From an optimization exercise on the open Yosys and OpenROAD flow, aimed at small area, a short achievable clock period and few clock cycles per item; shortcuts taken in it are not production practice. In this exercise RTL edits were held to simulation tests only and were not proved equivalent to the original. Power is estimated from default activity; no workload was simulated.

<file path="design/flow/run.sh">
#!/bin/bash
# synth_recipe.tcl (not shown) runs the flow's synth.tcl, then flattens the netlist and writes it again
# the make line also repeats each setting of config.mk as NAME=value (left out here)
make -C /OpenROAD-flow-scripts/flow DESIGN_CONFIG=/design/flow/config.mk WORK_HOME=/design/flow/orfs CLKGATE_MAP_FILE= SYNTH_SCRIPT=/design/flow/synth_recipe.tcl finish
</file>
<file path="design/flow/config.mk">
export PLATFORM = sky130hd
export DESIGN_NAME = slrb_rx
export DESIGN_NICKNAME = slrb_rx
export VERILOG_FILES = /design/flow/design.v
export SDC_FILE = /design/flow/constraint.sdc
export NUM_CORES = 4
export LEC_CHECK = 0
export CAP_MARGIN = 20
export CORE_MARGIN = 2
export CORE_UTILIZATION = 40
export SLEW_MARGIN = 20
</file>
<file path="design/flow/constraint.sdc">
create_clock -name core_clock -period 22.0 [get_ports {clk}]
set_input_delay 4.4000 -clock core_clock [delete_from_list [all_inputs] [get_ports {clk}]]
set_output_delay 4.4000 -clock core_clock [all_outputs]
set_load 0.01 [all_outputs]
</file>
<file path="design/flow/design.v">
module slrb_rx (
    input             clk,
    input             rst,
    input             cfg_valid,
    input      [14:0] cfg_word,
    input      [7:0]  cfg_ikey,
    input      [7:0]  cfg_ckey,
    input      [3:0]  cfg_init_sn,
    input      [31:0] cfg_init_hfn,
    output     [1:0]  life,
    input             pdu_valid,
    output            pdu_ready,
    input      [31:0] pdu_sdu_id,
    input      [3:0]  pdu_sn,
    input      [3:0]  pdu_len,
    input      [63:0] pdu_payload,
    input             pdu_corrupted,
    input      [31:0] pdu_count_in,
    input      [1:0]  pdu_verified_in,
    output            rsp_valid,
    output reg        rsp_accept,
    output reg [1:0]  rsp_verified,
    output reg [3:0]  rsp_status,
    output reg [31:0] rsp_count,
    output reg [4:0]  rsp_ndrain,
    output reg        dlv_valid,
    output reg [31:0] dlv_sdu_id,
    output reg [31:0] dlv_count,
    output reg [3:0]  dlv_len,
    output reg [63:0] dlv_body,
    output reg [15:0] st_delivered,
    output reg [15:0] st_integ,
    output reg [15:0] st_dup,
    output     [4:0]  st_buffered
);
    localparam LIFE_UNCONFIG = 2'd0;
    localparam LIFE_READY    = 2'd1;
    localparam LIFE_CFGERR   = 2'd2;
    localparam ST_IDLE  = 2'd0;
    localparam ST_PROC  = 2'd1;
    localparam ST_DRAIN = 2'd2;
    localparam ST_RESP  = 2'd3;
    localparam VER_NA    = 2'd0;
    localparam VER_TRUE  = 2'd1;
    localparam VER_FALSE = 2'd2;
    localparam S_BUFFERED  = 4'd5;
    localparam S_DELIVERED = 4'd6;
    localparam S_D_CORRUPT = 4'd7;
    localparam S_D_SHORT   = 4'd10;
    localparam S_D_INTEG   = 4'd11;
    localparam S_D_DUP     = 4'd12;
    localparam RC_N = 16;
    reg [1:0] life_r;
    reg [4:0] c_bearer;
    reg       c_dir;
    reg       c_ien;
    reg       c_cen;
    reg [2:0] c_snbits;
    reg [7:0] c_ikey;
    reg [7:0] c_ckey;
    assign life = life_r;
    wire [4:0]  cfg_snbits   = cfg_word[12:8];
    wire [3:0]  cfg_max_sn   = (4'd1 << cfg_snbits[2:0]) - 4'd1;
    wire [31:0] cfg_hfn_mask = 32'hFFFFFFFF >> cfg_snbits[2:0];
    wire cfg_ok = (!cfg_word[6] || cfg_word[13]) &&
                  (!cfg_word[7] || cfg_word[14]) &&
                  (cfg_snbits >= 5'd1) && (cfg_snbits <= 5'd4) &&
                  (cfg_init_sn <= cfg_max_sn) &&
                  ((cfg_init_hfn & ~cfg_hfn_mask) == 32'd0);
    wire [3:0]  max_sn   = (4'd1 << c_snbits) - 4'd1;
    wire [4:0]  win      = 5'd1 << (c_snbits - 3'd1);
    wire [31:0] hfn_mask = 32'hFFFFFFFF >> c_snbits;
    reg [1:0]  state;
    reg [3:0]  ne_sn;
    reg        ld_valid;
    reg [3:0]  ld_sn;
    reg [31:0] hfn_est;
    reg [15:0] rb_valid;
    reg [31:0] rb_sdu   [0:15];
    reg [31:0] rb_count [0:15];
    reg [3:0]  rb_len   [0:15];
    reg [63:0] rb_body  [0:15];
    reg [RC_N-1:0] rc_valid;
    reg [31:0]     rc_count [0:RC_N-1];
    reg [3:0]      rc_wp;
    reg [31:0] p_sdu;
    reg [3:0]  p_sn;
    reg [3:0]  p_len;
    reg [63:0] p_payload;
    reg        p_corrupted;
    reg [31:0] p_count_in;
    reg [1:0]  p_verified_in;
    assign pdu_ready = (state == ST_IDLE) && (life_r == LIFE_READY);
    assign rsp_valid = (state == ST_RESP);
    wire [3:0]  ref_sn = ld_valid ? ld_sn : ne_sn;
    wire [4:0]  sn_dist   = (p_sn >= ref_sn) ? ({1'b0, p_sn} - {1'b0, ref_sn})
                                          : ({1'b0, ref_sn} - {1'b0, p_sn});
    reg  [31:0] est_hfn;
    always @(*) begin
        if (sn_dist < win)
            est_hfn = hfn_est;
        else if (p_sn < ref_sn && sn_dist > win)
            est_hfn = (hfn_est + 32'd1) & hfn_mask;
        else if (p_sn > ref_sn && sn_dist > win)
            est_hfn = (hfn_est == 32'd0) ? 32'd0 : hfn_est - 32'd1;
        else
            est_hfn = hfn_est;
    end
    wire [31:0] rec_count = (est_hfn << c_snbits) | {28'd0, p_sn};
    wire [7:0] ks_base = c_ckey + rec_count[7:0] + {c_bearer, 3'b000} + {c_dir, 6'b000000};
    reg [63:0] data;
    integer i;
    always @(*) begin
        for (i = 0; i < 8; i = i + 1) begin
            if (i < p_len)
                data[8*i +: 8] = p_payload[8*i +: 8] ^ (c_cen ? (ks_base + i[7:0]) : 8'd0);
            else
                data[8*i +: 8] = 8'd0;
        end
    end
    wire       too_short = (p_len < 4'd4);
    wire [3:0] tag_pos   = p_len - 4'd4;
    wire [3:0] body_len  = c_ien ? tag_pos : p_len;
    reg [63:0] body;
    reg [31:0] rtag;
    reg [7:0]  msg_sum;
    reg [7:0]  msg_xor;
    always @(*) begin
        for (i = 0; i < 8; i = i + 1)
            body[8*i +: 8] = (i < body_len) ? data[8*i +: 8] : 8'd0;
        rtag = 32'd0;
        for (i = 0; i < 4; i = i + 1)
            rtag[8*(3-i) +: 8] = data[8*(tag_pos[2:0] + i[2:0]) +: 8];
        msg_sum = rec_count[31:24] + rec_count[23:16] + rec_count[15:8] + rec_count[7:0]
                + {3'b000, c_bearer} + {7'd0, c_dir};
        msg_xor = rec_count[31:24] ^ rec_count[23:16] ^ rec_count[15:8] ^ rec_count[7:0]
                ^ {3'b000, c_bearer} ^ {7'd0, c_dir};
        for (i = 0; i < 8; i = i + 1) begin
            if (i < body_len) begin
                msg_sum = msg_sum + body[8*i +: 8];
                msg_xor = msg_xor ^ body[8*i +: 8];
            end
        end
    end
    wire [7:0]  msg_len = 8'd6 + {4'd0, body_len};
    wire [31:0] etag    = {c_ikey, msg_sum, msg_len, msg_xor};
    wire        tag_ok  = (rtag == etag);
    reg dup_hit;
    always @(*) begin
        dup_hit = 1'b0;
        for (i = 0; i < RC_N; i = i + 1)
            if (rc_valid[i] && rc_count[i] == rec_count)
                dup_hit = 1'b1;
    end
    reg [4:0] nbuf;
    always @(*) begin
        nbuf = 5'd0;
        for (i = 0; i < 16; i = i + 1)
            nbuf = nbuf + {4'd0, rb_valid[i]};
    end
    assign st_buffered = nbuf;
    always @(posedge clk) begin
        if (rst) begin
            life_r       <= LIFE_UNCONFIG;
            state        <= ST_IDLE;
            rb_valid     <= 16'd0;
            rc_valid     <= {RC_N{1'b0}};
            rc_wp        <= 4'd0;
            st_delivered <= 16'd0;
            st_integ     <= 16'd0;
            st_dup       <= 16'd0;
            dlv_valid    <= 1'b0;
            ne_sn        <= 4'd0;
            ld_valid     <= 1'b0;
            ld_sn        <= 4'd0;
            hfn_est      <= 32'd0;
        end else begin
            dlv_valid <= 1'b0;
            if (cfg_valid && life_r == LIFE_UNCONFIG) begin
                if (cfg_ok) begin
                    life_r   <= LIFE_READY;
                    c_bearer <= cfg_word[4:0];
                    c_dir    <= cfg_word[5];
                    c_ien    <= cfg_word[6];
                    c_cen    <= cfg_word[7];
                    c_snbits <= cfg_snbits[2:0];
                    c_ikey   <= cfg_ikey;
                    c_ckey   <= cfg_ckey;
                    ne_sn    <= cfg_init_sn;
                    ld_valid <= 1'b0;
                    hfn_est  <= cfg_init_hfn;
                end else begin
                    life_r <= LIFE_CFGERR;
                end
            end
            case (state)
                ST_IDLE: begin
                    if (pdu_valid && pdu_ready) begin
                        p_sdu         <= pdu_sdu_id;
                        p_sn          <= pdu_sn;
                        p_len         <= pdu_len;
                        p_payload     <= pdu_payload;
                        p_corrupted   <= pdu_corrupted;
                        p_count_in    <= pdu_count_in;
                        p_verified_in <= pdu_verified_in;
                        state         <= ST_PROC;
                    end
                end
                ST_PROC: begin
                    rsp_ndrain  <= 5'd0;
                    if (p_corrupted) begin
                        rsp_accept   <= 1'b0;
                        rsp_verified <= p_verified_in;
                        rsp_status   <= S_D_CORRUPT;
                        rsp_count    <= p_count_in;
                        state        <= ST_RESP;
                    end else begin
                        rsp_count <= rec_count;
                        if (c_ien && too_short) begin
                            rsp_accept   <= 1'b0;
                            rsp_verified <= VER_FALSE;
                            rsp_status   <= S_D_SHORT;
                            st_integ     <= st_integ + 16'd1;
                            state        <= ST_RESP;
                        end else if (c_ien && !tag_ok) begin
                            rsp_accept   <= 1'b0;
                            rsp_verified <= VER_FALSE;
                            rsp_status   <= S_D_INTEG;
                            st_integ     <= st_integ + 16'd1;
                            state        <= ST_RESP;
                        end else if (dup_hit) begin
                            rsp_accept   <= 1'b0;
                            rsp_verified <= c_ien ? VER_TRUE : VER_NA;
                            rsp_status   <= S_D_DUP;
                            st_dup       <= st_dup + 16'd1;
                            state        <= ST_RESP;
                        end else begin
                            rsp_accept   <= 1'b1;
                            rsp_verified <= c_ien ? VER_TRUE : VER_NA;
                            rsp_status   <= S_BUFFERED;
                            rc_count[rc_wp] <= rec_count;
                            rc_valid[rc_wp] <= 1'b1;
                            rc_wp           <= rc_wp + 4'd1;
                            rb_valid[p_sn]  <= 1'b1;
                            rb_sdu[p_sn]    <= p_sdu;
                            rb_count[p_sn]  <= rec_count;
                            rb_len[p_sn]    <= body_len;
                            rb_body[p_sn]   <= body;
                            state           <= ST_DRAIN;
                        end
                    end
                end
                ST_DRAIN: begin
                    if (rb_valid[ne_sn]) begin
                        rb_valid[ne_sn] <= 1'b0;
                        if (ne_sn == 4'd0 && ld_valid && ld_sn == max_sn)
                            hfn_est <= (hfn_est + 32'd1) & hfn_mask;
                        ld_valid     <= 1'b1;
                        ld_sn        <= ne_sn;
                        ne_sn        <= (ne_sn + 4'd1) & max_sn;
                        dlv_valid    <= 1'b1;
                        dlv_sdu_id   <= rb_sdu[ne_sn];
                        dlv_count    <= rb_count[ne_sn];
                        dlv_len      <= rb_len[ne_sn];
                        dlv_body     <= rb_body[ne_sn];
                        st_delivered <= st_delivered + 16'd1;
                        rsp_ndrain   <= rsp_ndrain + 5'd1;
                        if (ne_sn == p_sn)
                            rsp_status <= S_DELIVERED;
                    end else begin
                        state <= ST_RESP;
                    end
                end
                ST_RESP: begin
                    state <= ST_IDLE;
                end
            endcase
        end
    end
endmodule
</file>
==> results.py <==
metrics = {
    "run_status": {
        "outcome": "finished clean",
    },
    "setup_path": {
        "r2r-start": "p_sn[2]$_DFFE_PP_",
        "crit_start": "p_sn[2]$_DFFE_PP_",
        "path_class": "flip-flop to flip-flop",
        "cpMostUsedCell": "ha_1",
        "slowest_stage": "edfxtp_1",
        "cp.required_ps": 22550,
        "cp-endpoint": "rb_body[2][23]$_DFFE_PP_",
        "cpPeakStageDelay_ps": 1020,
        "reg2reg_depth": 75,
        "r2r_slack_ps": 1440,
        "critPathMaxFanout": 55,
        "startpoint_type": "flip-flop",
        "end_kind": "flip-flop",
        "arrival_ps": 21110,
        "r2r_end": "rb_body[2][23]$_DFFE_PP_",
    },
    "clock_network": {
        "cts-buffers-inserted": 331,
        "tritoncts": "done",
        "clock-root-buffer": "clkbuf_16",
        "clock_path_buffers": 4,
        "ctsResizeCount": 0,
        "htree_levels": 5,
        "clock_sinks": 3096,
        "clkTransAtPathRegs_ps": 60,
        "clk_latency_ps": 950,
        "postCtsHoldBufs": 0,
    },
    "grt": {
        "grt_overflow": 0,
        "grt_max_degree": 149,
        "antenna_found_initial": 29,
        "grt_first_pass_wirelength_um": 587000,
        "grt_pass1_vias": 76286,
        "grtUsageTotal_pct": 24.2,
    },
    "timing": {
        "drv_slew": 0,
        "tightest_slew_ps": 1140,
        "fin_crit_sh_pct": 93.4,
        "tns_ps": 0,
        "fin_crit_ps": 20560,
        "max_slew_margin_pct": 23.9,
        "setup_viol": 0,
        "fin_worst_skew_ps": 89.9,
        "clock.fmax_mhz": 48.6,
        "rsz0062_at_grt": "no",
        "finalHoldViolCount": 0,
    },
    "place": {
        "port_buffers": 443,
        "dpl-instance-area_um2": 145000,
        "place_congestion": 0.966,
        "place_hpwl_um": 275000,
    },
    "routing": {
        "dr.pass1.iters": 7,
        "routed_wl_um": 418000,
        "routed-via-count": 76546,
        "avgViaCountPerCell": 5.83,
        "drcViolationCount": 0,
        "ant_nets": 0,
        "drtIter0Drc": 8601,
        "wl_per_cell_um": 31.8,
    },
    "yosys": {
        "yosysSeqAreaShare_pct": 68.4,
        "syn_inst": 7807,
        "synth_nets": 8206,
        "synth_top_area_cell": "edfxtp_1",
        "syn_avg_cell_area_um2": 17.2,
        "synth_edf_count": 2966,
        "syn_area_um2": 134000,
        "yosys_warnings": 1,
        "synthFlopType": "edfxtp_1",
        "ys_top_cells_by_area": "edfxtp_1, mux4_2, xnor2_1, xor2_1, dfxtp_1",
        "ys_ff_latch": 3096,
        "synth_top_area_share_pct": 66.4,
        "synth.distinct_cells": 117,
        "async_flop_share_pct": 0,
    },
    "pwr": {
        "powerDensity_nw_per_um2": 81.7,
        "p_leak_uw": 0.0499,
        "peakVddDrop_mv": 0.0662,
    },
    "layout": {
        "final_cell_mix": "edfxtp_1, mux4_2, xnor2_1, clkdlybuf4s50_1, clkbuf_16",
        "final_common_cell": "edfxtp_1",
        "area_growth_pct": 16.8,
        "final_area_um2": 157000,
        "layout.nets": 8853,
        "layout-drive-gt1-share_pct": 19.3,
        "utilization_pct": 46.9,
    },
    "floorplan": {
        "row_count": 212,
        "die_area_um2": 340000,
        "die_h_um": 583,
        "chipWidth_um": 583,
        "core_area_um2": 333000,
        "start_util_pct": 40.2,
        "pin_count": 444,
    },
    "run": {
        "maxCapViolations": 0,
    },
    "worst_hold_path": {
        "min_path_type": "flip-flop to flip-flop",
    },
}
registers in the layout, summed over array words and instances, names as in the netlist, 5 cells and up:
signal	count
rb_body	1024
rb_count	512
rb_sdu	512
rc_count	512
dlv_body	64
p_payload	64
rb_len	64
dlv_count	32
dlv_sdu_id	32
hfn_est	32
p_count_in	32
p_sdu	32
rsp_count	32
rb_valid	16
rc_valid	16
st_delivered	16
st_dup	16
st_integ	16
c_ckey	8
c_ikey	8
c_bearer	5
rsp_ndrain	5
where the power goes:
| group | internal [uW] | leakage, uW | switching, uW |
|---|---|---|---|
| Clock | 3210 | 0.00529 | 2360 |
| Sequential | 6390 | 0.0280 | 1.81 |
| Combinational | 362 | 0.0166 | 469 |
what timing repair did:
| item | CTS | global route |
|---|---|---|
| hold endpoints to repair | 0 | 0 |
| buffers inserted | 0 | 1 |
| setup endpoints to repair | 0 | 795 |
cells by family (layout without fill, tap and decap cells):
group / after synthesis / after routing / synth area share, %
compound gates: 894 / 894 / 4.54
xor+xnor: 852 / 852 / 5.76
fa+ha+maj: 189 / 189 / 2.01
buf+inv: 614 / 1525 / 1.81
flops: 3096 / 3096 / 68.4
mux: 788 / 788 / 12.2
other cells: 0 / 17 / 0
simple gates: 1374 / 1374 / 5.24
Yosys cell counts (32+ instances only):
library cell  instances
edfxtp_1           2966
mux4_2              675
xnor2_1             510
nor2_1              327
xor2_1              322
nand2_1             302
clkbuf_1            295
a21oi_1             212
inv_1               185
o21ai_0             182
nor3_1              153
ha_1                145
dfxtp_1             130
nand3_1             122
nand4_1              94
nor4_1               89
buf_1                70
mux2i_1              64
mux2_2               47
or3_1                47
fa_1                 44
and3_1               42
a21o_1               40
buf_2                39
a31oi_1              38
o21bai_1             32
area by class of cell:
class / count / area [um2]
inverters: 195 / 736
clock inverters: 201 / 2080
diodes: 17 / 42.5
flip-flops and latches: 3096 / 91700
clock buffers: 396 / 8730
fillers: 27913 / 177000
well taps: 4387 / 5490
multi-input cells: 4097 / 40500
repair buffers: 733 / 7260
through the flow:
step | hold slack (ps) | total power [uW] | worst slack, ps | cells
final | 477 | 12800 | 1440 | 13122
after global routing | 489 | 13200 | 412 | 13115
after CTS | 482 | 12900 | 1270 | 13097
after detailed placement | 467 | 7330 | 1340 | 12500
after global placement | 456 | 7330 | 1440 | 12499
after floorplan | 419 | 7100 | 0.243 | 7807
routing by layer:
metal	part of all wire [%]	GRT usage, %	vias up
li1	-	-	32236
met1	41	32.6	40162
met2	48	39.6	3430
met3	7.3	3.97	718
met4	4.1	8.74	0
met5	0	0	-
worst max-delay path, delay by kind of cell (launching register included):
family                   cells  cell delay, ps
buffers and inverters        8            1410
adder cells (fa/ha/maj)     15            5200
XOR/XNOR                    11            1840
multiplexers                 3            1310
flip-flops                   1            1020
AND/OR/NAND/NOR             21            4680
AO/OA/AOI/OAI               17            4560
worst min-delay path by stage:
stage                              startpoint                        end  slack (ps)  depth (start not counted)
global route         rc_valid[9]$_SDFFE_PP0P_   rc_valid[9]$_SDFFE_PP0P_         490                          2
global placement     rc_valid[3]$_SDFFE_PP0P_   rc_valid[3]$_SDFFE_PP0P_         460                          2
detailed placement  rc_valid[12]$_SDFFE_PP0P_  rc_valid[12]$_SDFFE_PP0P_         470                          1
finish               rc_valid[3]$_SDFFE_PP0P_   rc_valid[3]$_SDFFE_PP0P_         480                          2
floorplan           rc_valid[13]$_SDFFE_PP0P_  rc_valid[13]$_SDFFE_PP0P_         420                          2
CTS                  rc_valid[9]$_SDFFE_PP0P_   rc_valid[9]$_SDFFE_PP0P_         480                          2
Testbench counts, summed over its fixed seeds: cycles 17,141, items 3,583.

==> static timing again, ports no longer ideal <==
The flow's constraints put no driver on any port. The routed layout listed below was extracted and timed again, unchanged, in two steps.
Step 1: set_driving_cell puts a clkbuf_16 on clk and a buf_2 on each other input, an assumption about the parent block.
Step 2 adds t to the input delays and takes it off the output delays; t is the mean of the earliest and latest rising clock arrival at the registers after step 1. Input paths then give back, and output paths get back, about the clock's delay inside the block.
a / b / c = no drivers / after step 1 / after step 2; a / b = the first two.
shift t [ns]: 1.019
slack for setup (ns): 1.444 / 1.444 / 1.444
worst register clock-pin slew, ns: 0.07 / 0.07
worst slew at a driven data input, ns: 0.08
After both steps setup and hold are still met in this run. The setup slack of this run moves by 0.000 ns with the drivers and by 0.000 ns with both steps.
